From an optimization exercise on the open Yosys and OpenROAD flow, aimed at small area, a short achievable clock period and few clock cycles per item; shortcuts taken in it are not production practice.
Where RTL was checked, it was by simulation tests only, not by an equivalence proof against the original.
Power is estimated from default activity; no workload was simulated.

==> 04-05 <==
// wordcodec
module wordcodec (
    input  wire        clk,
    input  wire        rst,         
    input  wire        reg_we,
    input  wire [5:0]  reg_addr,
    input  wire [31:0] reg_wdata,
    output reg  [31:0] reg_rdata,
    output wire        mem_req,
    output wire        mem_we,
    output wire [31:0] mem_addr,
    output wire [7:0]  mem_wdata,
    input  wire        mem_ready,
    input  wire [7:0]  mem_rdata,
    input  wire        mem_err
);
clock: 12.0 ns
lec_check: 0
cap_margin: 20
core_margin: 2
core_utilization: 50
cts_cluster_diameter: 80
cts_cluster_size: 25
setup_slack_margin: 5
slew_margin: 20
run.sh (not shown) runs the stock make flow with config.mk's settings and CLKGATE_MAP_FILE= SYNTH_SCRIPT=/design/flow/synth_recipe.tcl, a recipe that flattens the netlist after the stock synthesis.
==> inputs of 02-09, as changes to 04-05 <==
--- a/flow/design.v
+++ b/flow/design.v
@@ -180,18 +180,19 @@
     wire        in_read  = (phase == P_READ);
     wire        in_write = (phase == P_WRITE);
     wire [1:0]  pos      = cnt[1:0];
     reg         fpend;             
     reg  [6:0]  obm1_r;            
+    reg  [6:0]  nbm1_r;            
     reg  [1:0]  fpos;              
     wire [6:0]  div_rs   = {nbytes[5:0], data_left[31]};
     wire [6:0]  div_d    = is_dec ? 7'd64 : 7'd60;
     wire        div_ge   = (div_rs >= div_d);
     wire [6:0]  div_rem  = div_ge ? (div_rs - div_d) : div_rs;
-    wire        rd_last  = (cnt == nbytes - 7'd1);
+    wire        rd_last  = (cnt == nbm1_r);
     wire        wdone    = (pos == 2'd3) | rd_last;
-    wire        rd_lastw = final_c & (cnt[6:2] == nb_m1[6:2]);
+    wire        rd_lastw = final_c & (cnt[6:2] == nbm1_r[6:2]);
     wire        slot0    = is_dec & (widx == 4'd15);      
     wire [31:0] ftail    = fq[32*14 +: 32];
     wire        olast    = final_c & (cnt[6:2] == obm1_r[6:2]);
     wire [1:0]  bsel     = (in_read ? rd_lastw : olast) ? pos : pos - 2'd1;
     wire [31:0] kword    = key_flat[32*kidx +: 32];
@@ -217,11 +218,10 @@
     wire [31:0] rx2      = rot_amt[1] ? {rx1[29:0], rx1[31:30]} : rx1;
     wire [31:0] rx3      = rot_amt[2] ? {rx2[27:0], rx2[31:28]} : rx2;
     wire [31:0] rx4      = rot_amt[3] ? {rx3[23:0], rx3[31:24]} : rx3;
     wire [31:0] rot_out  = rot_amt[4] ? {rx4[15:0], rx4[31:16]} : rx4;
     wire        s0       = !is_dec & (cnt[6:2] == 5'd0);
-    wire [6:0]  nb_m1    = nbytes - 7'd1;
     wire [6:0]  ob_len   = is_dec ? (nbytes - 7'd4) : (nbytes + 7'd4);
     wire [31:0] a_inc    = inc32(addr_a);
     wire [31:0] ci_inc   = inc32({5'd0, chunk_idx});
     wire        wr_last  = (cnt == obm1_r);
     wire [31:0] out_word = s0 ? facc : fq[31:0];
@@ -381,12 +381,14 @@
         if (chunk_go | (fpend & !fhb))
             facc <= chunk_go ? SEED : rot_out;
         if (fpend & fhb)
             hb_new <= rot_out;
         fpend <= done_w & !rst;
-        if (chunk_go)
+        if (chunk_go) begin
             obm1_r <= su_dec ? (su_nb - 7'd5) : (su_nb + 7'd3);
+            nbm1_r <= su_nb - 7'd1;
+        end
         if (done_w)
             fpos <= pos;
         if (start_go | rd_end | next_ck | rd_acc | wr_acc)
             addr_a <= start_go ? src_addr : (rd_end | next_ck) ? addr_b : a_inc;
         if (start_go | rd_end | next_ck)
Settings changed: CORE_UTILIZATION 50 to 60.
==> inputs of 01-21, as changes to 04-05 <==
--- a/flow/design.v
+++ b/flow/design.v
@@ -180,22 +180,23 @@
     wire        in_read  = (phase == P_READ);
     wire        in_write = (phase == P_WRITE);
     wire [1:0]  pos      = cnt[1:0];
     reg         fpend;             
     reg  [6:0]  obm1_r;            
+    reg  [6:0]  nbm1_r;            
+    reg         lastw_q;
     reg  [1:0]  fpos;              
     wire [6:0]  div_rs   = {nbytes[5:0], data_left[31]};
     wire [6:0]  div_d    = is_dec ? 7'd64 : 7'd60;
     wire        div_ge   = (div_rs >= div_d);
     wire [6:0]  div_rem  = div_ge ? (div_rs - div_d) : div_rs;
-    wire        rd_last  = (cnt == nbytes - 7'd1);
+    wire        rd_last  = (cnt == nbm1_r);
     wire        wdone    = (pos == 2'd3) | rd_last;
-    wire        rd_lastw = final_c & (cnt[6:2] == nb_m1[6:2]);
+    wire [4:0]  wnext    = cnt[6:2] + 5'd1;
     wire        slot0    = is_dec & (widx == 4'd15);      
     wire [31:0] ftail    = fq[32*14 +: 32];
-    wire        olast    = final_c & (cnt[6:2] == obm1_r[6:2]);
-    wire [1:0]  bsel     = (in_read ? rd_lastw : olast) ? pos : pos - 2'd1;
+    wire [1:0]  bsel     = lastw_q ? pos : pos - 2'd1;
     wire [31:0] kword    = key_flat[32*kidx +: 32];
     wire [7:0]  kbyte    = kword[8*bsel +: 8];
     wire [7:0]  rd_byte  = mem_rdata ^ (is_dec ? kbyte : 8'd0);
     wire [1:0]  rd_lane  = is_dec ? bsel : pos;
     reg  [31:0] fmask;
@@ -217,11 +218,10 @@
     wire [31:0] rx2      = rot_amt[1] ? {rx1[29:0], rx1[31:30]} : rx1;
     wire [31:0] rx3      = rot_amt[2] ? {rx2[27:0], rx2[31:28]} : rx2;
     wire [31:0] rx4      = rot_amt[3] ? {rx3[23:0], rx3[31:24]} : rx3;
     wire [31:0] rot_out  = rot_amt[4] ? {rx4[15:0], rx4[31:16]} : rx4;
     wire        s0       = !is_dec & (cnt[6:2] == 5'd0);
-    wire [6:0]  nb_m1    = nbytes - 7'd1;
     wire [6:0]  ob_len   = is_dec ? (nbytes - 7'd4) : (nbytes + 7'd4);
     wire [31:0] a_inc    = inc32(addr_a);
     wire [31:0] ci_inc   = inc32({5'd0, chunk_idx});
     wire        wr_last  = (cnt == obm1_r);
     wire [31:0] out_word = s0 ? facc : fq[31:0];
@@ -381,12 +381,20 @@
         if (chunk_go | (fpend & !fhb))
             facc <= chunk_go ? SEED : rot_out;
         if (fpend & fhb)
             hb_new <= rot_out;
         fpend <= done_w & !rst;
-        if (chunk_go)
+        if (chunk_go) begin
             obm1_r <= su_dec ? (su_nb - 7'd5) : (su_nb + 7'd3);
+            nbm1_r <= su_nb - 7'd1;
+        end
+        if (chunk_go)
+            lastw_q <= su_final & (su_nb <= 7'd4);
+        else if (rd_end)
+            lastw_q <= final_c & (obm1_r[6:2] == 5'd0);
+        else if (done_w | (wr_acc & (pos == 2'd3)))
+            lastw_q <= final_c & (wnext == (in_read ? nbm1_r[6:2] : obm1_r[6:2]));
         if (done_w)
             fpos <= pos;
         if (start_go | rd_end | next_ck | rd_acc | wr_acc)
             addr_a <= start_go ? src_addr : (rd_end | next_ck) ? addr_b : a_inc;
         if (start_go | rd_end | next_ck)
Settings changed: CORE_UTILIZATION 50 to 60, TNS_END_PERCENT from default to 0.
==> results.py <==
metrics = {
    "layout": {
        "syn_to_final_growth_pct": 9.649,
        "stdcell_count": 7571,
        "fin_area_mm2": 0.08591,
        "drive_gt1_share_pct": 13.10,
    },
    "logic_synthesis": {
        "synth_edf_count": 1650,
    },
    "clocking": {
        "cts_inserted_buffers": 87,
        "cts_resized": 175,
        "clk_latency_ns": 0.77,
    },
    "global_routing": {
        "grtUsageMet2_pct": 60.59,
    },
    "power": {
        "switching_power_mw": 4.672,
    },
    "outcome": {
        "status": "complete, no violations",
    },
}
(the above is from 02-09)
==> results.py <==
metrics = {
    "logic_synthesis": {
        "synthAdderAreaFrac_pct": 1.629,
    },
    "routing": {
        "post_drt_wl_per_cell_um": 36.51,
        "dr_wl_met3_mm": 34.50,
    },
    "clocking": {
        "cts_setup_buffers": 5,
        "cts_inserted_buffers": 88,
        "cts_resized": 89,
        "clk_latency_ns": 0.75,
    },
    "layout": {
        "stdcell_count": 7479,
        "syn_to_final_growth_pct": 8.404,
        "fin_area_mm2": 0.08442,
        "n_sequential_cell": 1692,
    },
    "outcome": {
        "status": "complete, no violations",
    },
    "global_routing": {
        "grtUsageMet2_pct": 59.44,
    },
}
(the above is from 01-21)
==> results.py <==
metrics = {
    "outcome": {
        "status": "complete, no violations",
    },
    "logic_synthesis": {
        "synth_edf_count": 1645,
    },
    "layout": {
        "stdcell_count": 7856,
        "fin_area_mm2": 0.08691,
        "drive_gt1_share_pct": 14.10,
    },
    "clocking": {
        "cts_resized": 178,
        "clk_latency_ns": 0.79,
        "cts_inserted_buffers": 99,
    },
    "global_routing": {
        "grtUsageMet2_pct": 51.67,
    },
    "routing": {
        "wl_met1_mm": 112.7,
    },
}
(the above is from 04-05)
Testbench counts of 04-05, summed over its fixed seeds: cycles 73,658, bytes 33,832.
Testbench counts of 01-21, summed over its fixed seeds: cycles 73,658, bytes 33,832.
The RTL of 02-09 was laid out without a check of its function.

[afterwards: timing with drivers on the ports]
How much do the figures lean on ideal ports? The routed layouts below were timed once more, with nothing changed but the port constraints.
Step 1 (the two cells are an assumption about what drives the block):
set clk [get_ports {clk}]
set_driving_cell -lib_cell sky130_fd_sc_hd__clkbuf_16 $clk
set_driving_cell -lib_cell sky130_fd_sc_hd__buf_2 [delete_from_list [all_inputs] $clk]
Step 2 adds t to the input delays and takes it off the output delays; t is the mean of the earliest and latest rising clock arrival at the registers after step 1. Input paths then give back, and output paths get back, about the clock's delay inside the block.
a / b / c = no drivers / after step 1 / after step 2; a / b = the first two.
| run | t (ns) | slack for setup (ns) | clock arrival spread, ns | worst register clock-pin slew, ns | pins driven straight from the clock port |
|---|---|---|---|---|---|
| 04-05 | 0.849 | 4.800 / 4.685 / 4.341 | 0.050 / 0.050 | 0.11 / 0.11 | 1 |
| 02-09 | 0.824 | 4.833 / 4.768 / 4.450 | 0.057 / 0.057 | 0.11 / 0.11 | 1 |
| 01-21 | 0.818 | 4.537 / 4.478 / 4.040 | 0.039 / 0.040 | 0.11 / 0.11 | 1 |
After both steps every run listed still meets setup and hold. The setup slack of 01-21, which loses most, moves by -0.059 ns with the drivers and by -0.497 ns with both steps.
